What follows belongs to an exercise in optimizing a design on an open flow for small area, a short achievable clock period and few clock cycles per item; a production flow would make more cautious choices.
The RTL was checked by simulation tests, not by an equivalence proof against the original design.
Power is estimated from default activity; no workload was simulated.

==> design/flow/design.v <==
module spi_i2c_ctrl #(
    parameter [23:0] CORE_CLOCK_HZ = 24'd16000000
) (
    input             clk,
    input             rst,
    input             cmd_valid,
    input      [31:0] cmd,
    output            cmd_ready,
    output reg        rsp_valid,
    output reg  [7:0] result_code,
    output reg  [7:0] result_value,
    output reg [15:0] ci,
    output            faulted,
    output reg  [1:0] fault_cause,
    output reg [31:0] fault_cmd,
    output            wait_spi,
    output            wait_twi,
    output            wait_settle,
    output reg        cs_drive,
    output reg        cs_level,
    output reg        evt_pindir,
    output reg  [7:0] spcr,
    output      [7:0] spsr,
    output reg  [7:0] spdr_tx,
    output reg  [7:0] spdr_rx,
    output      [7:0] twcr,
    output      [7:0] twsr,
    output reg  [7:0] twbr,
    output reg  [7:0] twar,
    output reg  [7:0] twdr,
    output reg        spi_pending,
    output reg  [1:0] twi_pending,
    input             spi_step,
    input       [7:0] spi_step_byte,
    input             twi_step,
    input       [4:0] twi_step_status,
    input       [7:0] twi_step_byte,
    input             twi_settle,
    input       [4:0] twi_settle_status
);
    localparam [7:0] OP_SPI_VALIDATE  = 8'h01;
    localparam [7:0] OP_SPI_LOOKUP    = 8'h02;
    localparam [7:0] OP_SPI_CONFIGURE = 8'h03;
    localparam [7:0] OP_SPI_SELECT    = 8'h04;
    localparam [7:0] OP_SPI_DESELECT  = 8'h05;
    localparam [7:0] OP_SPI_TRANSFER  = 8'h06;
    localparam [7:0] OP_SPI_SEND      = 8'h07;
    localparam [7:0] OP_I2C_INIT      = 8'h10;
    localparam [7:0] OP_I2C_OWNADDR   = 8'h11;
    localparam [7:0] OP_I2C_START     = 8'h12;
    localparam [7:0] OP_I2C_ADDRESS   = 8'h13;
    localparam [7:0] OP_I2C_SEND      = 8'h14;
    localparam [7:0] OP_I2C_READACK   = 8'h15;
    localparam [7:0] OP_I2C_READNACK  = 8'h16;
    localparam [7:0] OP_I2C_STOP      = 8'h17;
    localparam [7:0] OP_I2C_STATUS    = 8'h18;
    localparam [31:0] MASK_N   = 32'hFFFFFFFF;
    localparam [31:0] MASK_A   = 32'hFFFF00FF;
    localparam [31:0] MASK_A7  = 32'hFFFF80FF;
    localparam [31:0] MASK_AB  = 32'hFF0000FF;
    localparam [31:0] MASK_L   = 32'hFFFCFCFF;
    localparam [31:0] MASK_V   = 32'hFDFF00FF;
    localparam [31:0] MASK_CFG = 32'hE00000FF;
    localparam [31:0] MASK_H   = 32'h000000FF;
    localparam [7:0] E_OK         = 8'h00;
    localparam [7:0] E_INV_MODE   = 8'h01;
    localparam [7:0] E_SPEED      = 8'h02;
    localparam [7:0] E_NULL_CFG   = 8'h03;
    localparam [7:0] E_BAD_ADDR   = 8'h04;
    localparam [7:0] E_BAD_DIR    = 8'h05;
    localparam [7:0] E_BAD_RATE   = 8'h06;
    localparam [7:0] E_BAD_CS     = 8'h07;
    localparam [1:0] F_NONE    = 2'd0;
    localparam [1:0] F_ILLEGAL = 2'd1;
    localparam [1:0] F_SEQ     = 2'd2;
    localparam [2:0] BUS_IDLE  = 3'd0;
    localparam [2:0] BUS_START = 3'd1;
    localparam [2:0] BUS_ADDRW = 3'd2;
    localparam [2:0] BUS_ADDRR = 3'd3;
    localparam [2:0] BUS_DATA  = 3'd4;
    localparam [2:0] BUS_STOPP = 3'd5;
    localparam [1:0] TP_NONE  = 2'd0;
    localparam [1:0] TP_START = 2'd1;
    localparam [1:0] TP_BYTE  = 2'd2;
    localparam [3:0] S_IDLE    = 4'd0;
    localparam [3:0] S_DECODE  = 4'd1;
    localparam [3:0] S_DIV     = 4'd2;
    localparam [3:0] S_INITCHK = 4'd3;
    localparam [3:0] S_SETTLE  = 4'd4;
    localparam [3:0] S_BODY    = 4'd5;
    localparam [3:0] S_WSPI    = 4'd6;
    localparam [3:0] S_WTWI    = 4'd7;
    localparam [3:0] S_FAULT   = 4'd8;
    reg  [3:0]  state;
    reg  [31:0] cmd_r;
    reg  [2:0]  bus;
    reg         spif;
    reg         wcol;
    reg         spi2x;
    assign spsr = {spif, wcol, 5'b00000, spi2x};
    reg         twint, twea, twsta, twsto, twwc, twen, twie;
    assign twcr = {twint, twea, twsta, twsto, twwc, twen, 1'b0, twie};
    reg  [4:0]  tws;
    reg  [1:0]  twps;
    assign twsr = {tws, 1'b0, twps};
    assign cmd_ready   = (state == S_IDLE);
    assign faulted     = (state == S_FAULT);
    assign wait_spi    = (state == S_WSPI);
    assign wait_twi    = (state == S_WTWI);
    assign wait_settle = (state == S_SETTLE);
    wire [7:0]  op      = cmd_r[7:0];
    wire [7:0]  fa      = cmd_r[15:8];
    wire [7:0]  fb      = cmd_r[23:16];
    wire        f_mstr  = cmd_r[24];
    wire        f_x2    = cmd_r[25];
    wire        f_lsb   = cmd_r[26];
    wire        f_ie    = cmd_r[27];
    wire        f_pres  = cmd_r[28];
    wire [23:0] hz      = cmd_r[31:8];
    reg  [31:0] op_mask;
    reg         op_known;
    always @(*) begin
        op_known = 1'b1;
        case (op)
            OP_SPI_VALIDATE:  op_mask = MASK_V;
            OP_SPI_LOOKUP:    op_mask = MASK_L;
            OP_SPI_CONFIGURE: op_mask = MASK_CFG;
            OP_SPI_SELECT:    op_mask = MASK_A;
            OP_SPI_DESELECT:  op_mask = MASK_A;
            OP_SPI_TRANSFER:  op_mask = MASK_A;
            OP_SPI_SEND:      op_mask = MASK_A;
            OP_I2C_INIT:      op_mask = MASK_H;
            OP_I2C_OWNADDR:   op_mask = MASK_A7;
            OP_I2C_START:     op_mask = MASK_N;
            OP_I2C_ADDRESS:   op_mask = MASK_AB;
            OP_I2C_SEND:      op_mask = MASK_A;
            OP_I2C_READACK:   op_mask = MASK_N;
            OP_I2C_READNACK:  op_mask = MASK_N;
            OP_I2C_STOP:      op_mask = MASK_N;
            OP_I2C_STATUS:    op_mask = MASK_N;
            default: begin
                op_mask  = MASK_N;
                op_known = 1'b0;
            end
        endcase
    end
    wire legal = op_known && ((cmd_r & op_mask) == {24'd0, op});
    function spi_legal(input ds, input [7:0] d);
        begin
            if (ds)
                spi_legal = (d == 8'd2) || (d == 8'd8) || (d == 8'd32) || (d == 8'd64);
            else
                spi_legal = (d == 8'd4) || (d == 8'd16) || (d == 8'd64) || (d == 8'd128);
        end
    endfunction
    function [1:0] spi_class(input [7:0] d);
        begin
            case (d)
                8'd2, 8'd4:    spi_class = 2'd0;
                8'd8, 8'd16:   spi_class = 2'd1;
                8'd32:         spi_class = 2'd2;
                default:       spi_class = 2'd3;
            endcase
        end
    endfunction
    wire       div_ok      = spi_legal(f_x2, fa);
    wire [7:0] lookup_val  = {4'b0000, fb[1:0], fa[1:0]};
    wire [7:0] cfg_pattern = {f_ie, 1'b1, f_lsb, f_mstr, fb[1:0], spi_class(fa)};
    reg  [24:0] div_rem;
    reg  [23:0] div_quo;
    reg  [4:0]  div_cnt;
    wire [24:0] div_shift = {div_rem[23:0], CORE_CLOCK_HZ[div_cnt]};
    wire [24:0] div_diff  = div_shift - {1'b0, hz};
    wire        div_ge    = ~div_diff[24];
    wire [23:0] q_minus   = div_quo - 24'd16;
    wire [22:0] br_full   = q_minus[23:1];
    wire        br_ok     = (div_quo >= 24'd16) && (br_full <= 23'd255);
    wire [7:0]  br_val    = br_full[7:0];
    reg seq_ok;
    always @(*) begin
        case (op)
            OP_I2C_INIT:     seq_ok = (bus == BUS_IDLE);
            OP_I2C_START:    seq_ok = (bus == BUS_IDLE) || (bus == BUS_DATA);
            OP_I2C_ADDRESS:  seq_ok = (bus == BUS_START);
            OP_I2C_SEND:     seq_ok = (bus == BUS_ADDRW) || (bus == BUS_DATA);
            OP_I2C_READACK,
            OP_I2C_READNACK: seq_ok = (bus == BUS_ADDRR) || (bus == BUS_DATA);
            OP_I2C_STOP:     seq_ok = (bus == BUS_START) || (bus == BUS_ADDRW) ||
                                      (bus == BUS_ADDRR) || (bus == BUS_DATA);
            default:         seq_ok = 1'b1;
        endcase
    end
    wire addr_bad = (fa == 8'd0) || (fa > 8'd127);
    wire dir_bad  = (fb > 8'd1);
    wire [7:0] sla = {fa[6:0], fb[0]};
    task finish(input [7:0] code, input [7:0] value);
        begin
            result_code  <= code;
            result_value <= value;
            ci           <= ci + 16'd1;
            rsp_valid    <= 1'b1;
            state        <= S_IDLE;
        end
    endtask
    task fault(input [1:0] cause);
        begin
            fault_cause <= cause;
            fault_cmd   <= cmd_r;
            state       <= S_FAULT;
        end
    endtask
    task write_twcr(input [7:0] v);
        begin
            twea <= v[6];
            twsta <= v[5];
            twsto <= v[4];
            twen <= v[2];
            twie <= v[0];
            if (v[7]) begin
                twint <= 1'b0;
                if (v[2] && v[4])
                    twi_pending <= TP_NONE;
                else if (v[2] && v[5])
                    twi_pending <= TP_START;
                else if (v[2])
                    twi_pending <= TP_BYTE;
            end
        end
    endtask
    task write_twdr(input [7:0] v);
        begin
            if (twint) begin
                twdr <= v;
                twwc <= 1'b0;
            end else begin
                twwc <= 1'b1;
            end
        end
    endtask
    always @(posedge clk) begin
        if (rst) begin
            state        <= S_IDLE;
            cmd_r        <= 32'd0;
            bus          <= BUS_IDLE;
            rsp_valid    <= 1'b0;
            result_code  <= 8'd0;
            result_value <= 8'd0;
            ci           <= 16'd0;
            fault_cause  <= F_NONE;
            fault_cmd    <= 32'd0;
            cs_drive     <= 1'b0;
            cs_level     <= 1'b0;
            evt_pindir   <= 1'b0;
            spcr         <= 8'h00;
            spif         <= 1'b0;
            wcol         <= 1'b0;
            spi2x        <= 1'b0;
            spdr_tx      <= 8'h00;
            spdr_rx      <= 8'h00;
            spi_pending  <= 1'b0;
            twint        <= 1'b0;
            twea         <= 1'b0;
            twsta        <= 1'b0;
            twsto        <= 1'b0;
            twwc         <= 1'b0;
            twen         <= 1'b0;
            twie         <= 1'b0;
            tws          <= 5'b11111;
            twps         <= 2'b00;
            twbr         <= 8'h00;
            twar         <= 8'hFE;
            twdr         <= 8'hFF;
            twi_pending  <= TP_NONE;
            div_rem      <= 25'd0;
            div_quo      <= 24'd0;
            div_cnt      <= 5'd0;
        end else begin
            rsp_valid  <= 1'b0;
            evt_pindir <= 1'b0;
            if (spi_step) begin
                spdr_rx     <= spi_step_byte;
                spif        <= 1'b1;
                spi_pending <= 1'b0;
            end
            if (twi_step) begin
                tws <= twi_step_status;
                if (twi_pending == TP_BYTE)
                    twdr <= twi_step_byte;
                twint       <= 1'b1;
                twi_pending <= TP_NONE;
            end
            if (twi_settle) begin
                twsto <= 1'b0;
                tws   <= twi_settle_status;
            end
            case (state)
                S_IDLE: begin
                    if (cmd_valid) begin
                        cmd_r <= cmd;
                        state <= S_DECODE;
                    end
                end
                S_DECODE: begin
                    if (!legal) begin
                        fault(F_ILLEGAL);
                    end else begin
                        case (op)
                            OP_SPI_VALIDATE: begin
                                if (div_ok) finish(E_OK, 8'h00);
                                else        finish(E_SPEED, 8'h00);
                            end
                            OP_SPI_LOOKUP: begin
                                finish(E_OK, lookup_val);
                            end
                            OP_SPI_CONFIGURE: begin
                                if (!f_pres)
                                    finish(E_NULL_CFG, 8'h00);
                                else if (!div_ok)
                                    finish(E_SPEED, 8'h00);
                                else if (fb > 8'd3)
                                    finish(E_INV_MODE, 8'h00);
                                else begin
                                    spcr       <= cfg_pattern;
                                    spi2x      <= f_x2;
                                    evt_pindir <= f_mstr;
                                    finish(E_OK, cfg_pattern);
                                end
                            end
                            OP_SPI_SELECT, OP_SPI_DESELECT: begin
                                if (fa != 8'd0) begin
                                    finish(E_BAD_CS, 8'h00);
                                end else begin
                                    cs_drive <= 1'b1;
                                    cs_level <= (op == OP_SPI_DESELECT);
                                    finish(E_OK, 8'h00);
                                end
                            end
                            OP_SPI_TRANSFER, OP_SPI_SEND: begin
                                spdr_tx <= fa;
                                if (spi_pending)
                                    wcol <= 1'b1;
                                else if (spcr[6])
                                    spi_pending <= 1'b1;
                                state <= S_WSPI;
                            end
                            OP_I2C_INIT: begin
                                if (hz == 24'd0) begin
                                    finish(E_BAD_RATE, 8'h00);
                                end else begin
                                    div_rem <= 25'd0;
                                    div_quo <= 24'd0;
                                    div_cnt <= 5'd23;
                                    state   <= S_DIV;
                                end
                            end
                            OP_I2C_OWNADDR: begin
                                twar <= {fa[6:0], 1'b0};
                                finish(E_OK, 8'h00);
                            end
                            OP_I2C_ADDRESS: begin
                                if (addr_bad)
                                    finish(E_BAD_ADDR, 8'h00);
                                else if (dir_bad)
                                    finish(E_BAD_DIR, 8'h00);
                                else if (bus == BUS_STOPP)
                                    state <= S_SETTLE;
                                else
                                    state <= S_BODY;
                            end
                            OP_I2C_STATUS: begin
                                finish(E_OK, {tws, 3'b000});
                            end
                            default: begin
                                if (bus == BUS_STOPP)
                                    state <= S_SETTLE;
                                else
                                    state <= S_BODY;
                            end
                        endcase
                    end
                end
                S_DIV: begin
                    if (div_ge) begin
                        div_rem <= div_diff;
                        div_quo <= {div_quo[22:0], 1'b1};
                    end else begin
                        div_rem <= div_shift;
                        div_quo <= {div_quo[22:0], 1'b0};
                    end
                    if (div_cnt == 5'd0)
                        state <= S_INITCHK;
                    else
                        div_cnt <= div_cnt - 5'd1;
                end
                S_INITCHK: begin
                    if (!br_ok)
                        finish(E_BAD_RATE, 8'h00);
                    else if (bus == BUS_STOPP)
                        state <= S_SETTLE;
                    else
                        state <= S_BODY;
                end
                S_SETTLE: begin
                    if (!twsto) begin
                        bus   <= BUS_IDLE;
                        state <= S_BODY;
                    end
                end
                S_BODY: begin
                    if (!seq_ok) begin
                        fault(F_SEQ);
                    end else begin
                        case (op)
                            OP_I2C_INIT: begin
                                twps <= 2'b00;
                                twbr <= br_val;
                                write_twcr(8'h04);
                                finish(E_OK, br_val);
                            end
                            OP_I2C_START: begin
                                write_twcr(8'hA4);
                                state <= S_WTWI;
                            end
                            OP_I2C_ADDRESS: begin
                                write_twdr(sla);
                                write_twcr(8'h84);
                                state <= S_WTWI;
                            end
                            OP_I2C_SEND: begin
                                write_twdr(fa);
                                write_twcr(8'h84);
                                state <= S_WTWI;
                            end
                            OP_I2C_READACK: begin
                                write_twcr(8'hC4);
                                state <= S_WTWI;
                            end
                            OP_I2C_READNACK: begin
                                write_twcr(8'h84);
                                state <= S_WTWI;
                            end
                            default: begin
                                write_twcr(8'h94);
                                bus <= BUS_STOPP;
                                finish(E_OK, 8'h00);
                            end
                        endcase
                    end
                end
                S_WSPI: begin
                    if (spif) begin
                        spif <= 1'b0;
                        wcol <= 1'b0;
                        if (op == OP_SPI_TRANSFER)
                            finish(E_OK, spdr_rx);
                        else
                            finish(E_OK, 8'h00);
                    end
                end
                S_WTWI: begin
                    if (twint) begin
                        case (op)
                            OP_I2C_START: begin
                                bus <= BUS_START;
                                finish(E_OK, {tws, 3'b000});
                            end
                            OP_I2C_ADDRESS: begin
                                bus <= fb[0] ? BUS_ADDRR : BUS_ADDRW;
                                finish(E_OK, {tws, 3'b000});
                            end
                            OP_I2C_SEND: begin
                                bus <= BUS_DATA;
                                finish(E_OK, {tws, 3'b000});
                            end
                            default: begin
                                bus <= BUS_DATA;
                                finish(E_OK, twdr);
                            end
                        endcase
                    end
                end
                default: begin
                end
            endcase
        end
    end
endmodule
==> design/flow/run.sh <==
#!/bin/bash
# synth_recipe.tcl (not shown) runs the flow's synth.tcl, then flattens the netlist and writes it again
# the make line also repeats each setting of config.mk as NAME=value (left out here)
make -C /OpenROAD-flow-scripts/flow DESIGN_CONFIG=/design/flow/config.mk WORK_HOME=/design/flow/orfs CLKGATE_MAP_FILE= SYNTH_SCRIPT=/design/flow/synth_recipe.tcl finish
==> design/flow/config.mk <==
export PLATFORM = sky130hd
export DESIGN_NAME = spi_i2c_ctrl
export DESIGN_NICKNAME = spi_i2c_ctrl
export VERILOG_FILES = /design/flow/design.v
export SDC_FILE = /design/flow/constraint.sdc
export NUM_CORES = 4
export LEC_CHECK = 0
export CAP_MARGIN = 20
export CORE_MARGIN = 2
export CORE_UTILIZATION = 40
export SLEW_MARGIN = 20
==> design/flow/constraint.sdc <==
create_clock -name core_clock -period 8.0 [get_ports {clk}]
set_input_delay 1.6000 -clock core_clock [delete_from_list [all_inputs] [get_ports {clk}]]
set_output_delay 1.6000 -clock core_clock [all_outputs]
set_load 0.01 [all_outputs]
==> results.py <==
metrics = {
    "outcome": {
        "status": "no timing/DRC/antenna violations",
    },
    "sta": {
        "finalSetupViolations": 0,
        "rsz0062_at_grt": "no",
        "slew_headroom_pct": 21.0,
        "period_needed_ns": 4.34,
        "fin_skew_ns": 0.00860,
        "tns_ns": 0,
        "fin_ws_ns": 3.66,
        "tightest_slew_ns": 1.17,
        "drv_slew": 0,
        "min_period_over_period_pct": 54.3,
        "fmax_ghz": 0.230,
        "hold_viol": 0,
    },
    "die": {
        "row_count": 62,
        "start_util_pct": 40.7,
        "io_pins": 214,
        "die_h_um": 175,
        "fp.dieW_um": 175,
        "dieArea_um2": 30600,
        "core_area_um2": 28700,
    },
    "grt": {
        "grt_pass1_vias": 10263,
        "grt_pass1_wl_mm": 56.4,
        "overflow": 0,
        "grt_max_degree": 105,
        "gr-usage-all-layers_pct": 22.8,
        "antenna_found_initial": 0,
    },
    "routing": {
        "avgRoutedWirePerCell_um": 17.6,
        "vias_per_cell": 5.39,
        "detail_route.drc_violations": 0,
        "drtAntennaViolNets": 0,
        "first_iter_violations": 789,
        "vias": 10908,
        "firstDrtPassIters": 7,
        "wirelength_mm": 35.6,
    },
    "power_and_ir_drop": {
        "p_per_area_nw_per_um2": 340,
        "power.leakage_nw": 5.54,
        "ir_worst_vdd_v": 0.000298,
    },
    "synth": {
        "synth_edf_count": 0,
        "yosys_warnings": 1,
        "synth_area_um2": 11700,
        "synth_top_flop_cell": "dfxtp_1",
        "synth.area.top_cells": "dfxtp_1 (39%), a21oi_1 (6.9%), nor2_1 (6.5%)",
        "async_flop_share_pct": 0,
        "syn_avg_cell_area_um2": 7.88,
        "synth_cell_types": 70,
        "ys_seq_area_share_pct": 39.4,
        "synth_top_cell_by_area": "dfxtp_1",
        "synthDominantCellAreaShare_pct": 39.4,
        "synthCells": 1482,
        "ys_ff_latch": 230,
    },
    "clocking": {
        "cts_hold_buf": 0,
        "cts_resized": 0,
        "clk_pin_slew_ns": 0.06,
        "root_buffer": "clkbuf_16",
        "cts_sinks": 230,
        "cts_setup_buffers": 0,
        "clock_tree.buffer_depth": 3,
        "clkLatencyLatePin_ns": 0.53,
        "cts_tree": "done",
        "cts_buffers": 26,
        "htreeDepth": 1,
    },
    "worst_setup_path": {
        "cp_slowest_stage_delay_ns": 0.83,
        "cp-start-kind": "flop",
        "crit_path_max_fanout": 14,
        "cp.required_ns": 8.45,
        "slowest_stage": "nor4b_2",
        "worstSetupEndpointType": "flop",
        "crit_type": "reg2reg",
        "arrival_ns": 4.79,
        "cp_cell_sequence": "nor3_2 > nand3_1 > o41ai_1 > a2111oi_4 > a22oi_2 > nor4b_2 > buf_4 > nand4_1 > or3_1 > a21oi_1",
    },
    "placement": {
        "gp_congestion": 0.911,
        "dp_hpwl_mm": 25.8,
        "io_buffers": 197,
        "dp_slack_ns": 3.80,
    },
    "cells_and_area": {
        "fin_util_pct": 51.3,
        "n_antenna_cell": 0,
        "fin_nets": 1716,
        "drive_above_1_share_pct": 5.00,
        "areaGrowthSynthToFinish_pct": 26.2,
    },
    "min_path": {
        "hold_class": "reg2reg",
    },
    "flow_run": {
        "cap_violations": 0,
    },
}
final cells by class:
type,instances,area (µm²)
Fill cell,2791,14000
Multi-Input combinational cell,1105,6460
Sequential cell,230,4600
Timing Repair Buffer,208,2070
Clock buffer,41,798
Tap cell,384,480
Inverter,48,180
Clock inverter,7,135
worst paths after layout:
| kind | from | to | slack (ns) | cells past startpoint |
|---|---|---|---|---|
| worst min-delay path | cs_drive | cs_drive | 0.45 | 2 |
| worst max-delay path | cmd_r[5] | ci[8] | 3.66 | 10 |
| worst min register to register | cs_drive | cs_drive | 0.45 | 2 |
| worst max register to register | cmd_r[5] | ci[8] | 3.66 | 10 |
cell usage after synthesis, types with 4 or more instances:
| library cell | instances |
|---|---|
| nand2b_1 | 20 |
| xnor2_1 | 16 |
| o41ai_1 | 4 |
| clkbuf_1 | 82 |
| nor2_1 | 202 |
| dfxtp_1 | 230 |
| nor3b_1 | 6 |
| a21oi_1 | 162 |
| nor4_1 | 14 |
| nand2_1 | 187 |
| nand3_1 | 48 |
| a211oi_1 | 13 |
| ha_1 | 32 |
| mux2i_1 | 73 |
| a21o_1 | 14 |
| and2_1 | 10 |
| o21ai_0 | 77 |
| o21a_1 | 4 |
| or3_1 | 15 |
| a31oi_1 | 5 |
| buf_4 | 25 |
| a221o_1 | 4 |
| buf_1 | 6 |
| or4_1 | 7 |
| nand4_1 | 12 |
| xor2_1 | 23 |
| nor2b_1 | 8 |
| inv_1 | 48 |
| nor3_1 | 26 |
| and3_1 | 10 |
| o211ai_1 | 4 |
| or2_2 | 9 |
| mux2_2 | 9 |
| a22oi_1 | 7 |
| a211o_1 | 9 |
cells by family after synthesis:
kind of cell | share of synthesized area, %
xor gates and xnor gates | 2.92
buffers and inverters | 6.02
other | 0.0321
DFF | 39.4
adders and majority gates | 3.69
AOI/OAI and AO/OA | 17.8
muxes | 7.22
and+or+nand+nor | 22.9
placed cells by master (no fill, tap or decap), drive strengths merged, types with 9 or more instances in the layout:
master	n
and2	10
nand2	187
mux2	10
ha	32
or3	15
mux2i	73
xnor2	16
nor2	202
buf	12
o21ai	77
dfxtp	230
nand3	48
conb	16
nor3	27
clkbuf	41
a21o	14
xor2	23
nor4	14
nand4	12
clkdlybuf4s50	196
a211o	9
nand2b	20
inv	48
or2	9
and3	10
a211oi	13
a21oi	162
state kept, by name, indices dropped and copies added (netlist names), 5 cells and up, named ones only:
name	flops
div_quo	24
spdr_rx	8
div_cnt	5
result_value	8
spcr	8
tws	5
twbr	8
fault_cmd	32
twdr	8
cmd_r	32
twar	7
ci	16
spdr_tx	8
div_rem	24
through the flow:
step | power (mW) | instance area (µm²) | hold WS [ns] | cells
6_report | 5.01 | 14700 | 0.449 | 2023
5_1_grt | 5.36 | 14700 | 0.454 | 2023
4_1_cts | 5.02 | 14700 | 0.452 | 2022
3_5_place_dp | 3.72 | 13800 | 0.444 | 1974
3_3_place_gp | 3.71 | 13800 | 0.433 | 1973
2_1_floorplan | 3.13 | 11700 | 0.432 | 1497
power by group:
part           leakage, nW  total [mW]  switching (mW)  internal [mW]
sequential            1.87        1.45           0.165           1.28
combinational         3.22        2.28            1.33          0.954
clock                0.460        1.28           0.475          0.810
total                 5.54        5.01            1.97           3.05
per-layer routing:
metal	routed length (µm)	GRT usage, %	part of all wire, %
met5	0	0	0
met4	718	5.35	2.0
met3	1950	3.02	5.5
met2	16900	38.9	47
met1	16100	30.7	45
worst max-delay path: cells and delay by family, from the launching register on:
family	cells	cell delay, ns
buf+inv	1	0.34
flops	1	0.34
compound gates	4	1.21
simple gates	5	2.37
Testbench counts, summed over its fixed seeds: cycles 16,856, commands 3,200.

## separate check: timing with driven ports
How much do the figures lean on ideal ports? The routed layout below was timed once more, with nothing changed but the port constraints. Step 1 sets driving cells, clkbuf_16 on the clock port and buf_2 on the other inputs (assumed; they add their load-dependent delay and slew). Step 2 also shifts input and output timing later by t, the mid clock arrival at the registers, as if the neighbouring blocks saw the same clock. Three values: ideal ports, drivers, drivers and shift; two values: the first two.
t, ns: 0.573
slack for setup (ns): 3.658 / 3.658 / 3.658
worst setup path after step 2: register to register
clock arrival spread, ns: 0.008 / 0.008
slew at the worst register clock pin (ns): 0.06 / 0.06
After both steps this run still meets setup and hold. The setup slack of this run moves by 0.000 ns with the drivers and by 0.000 ns with both steps.
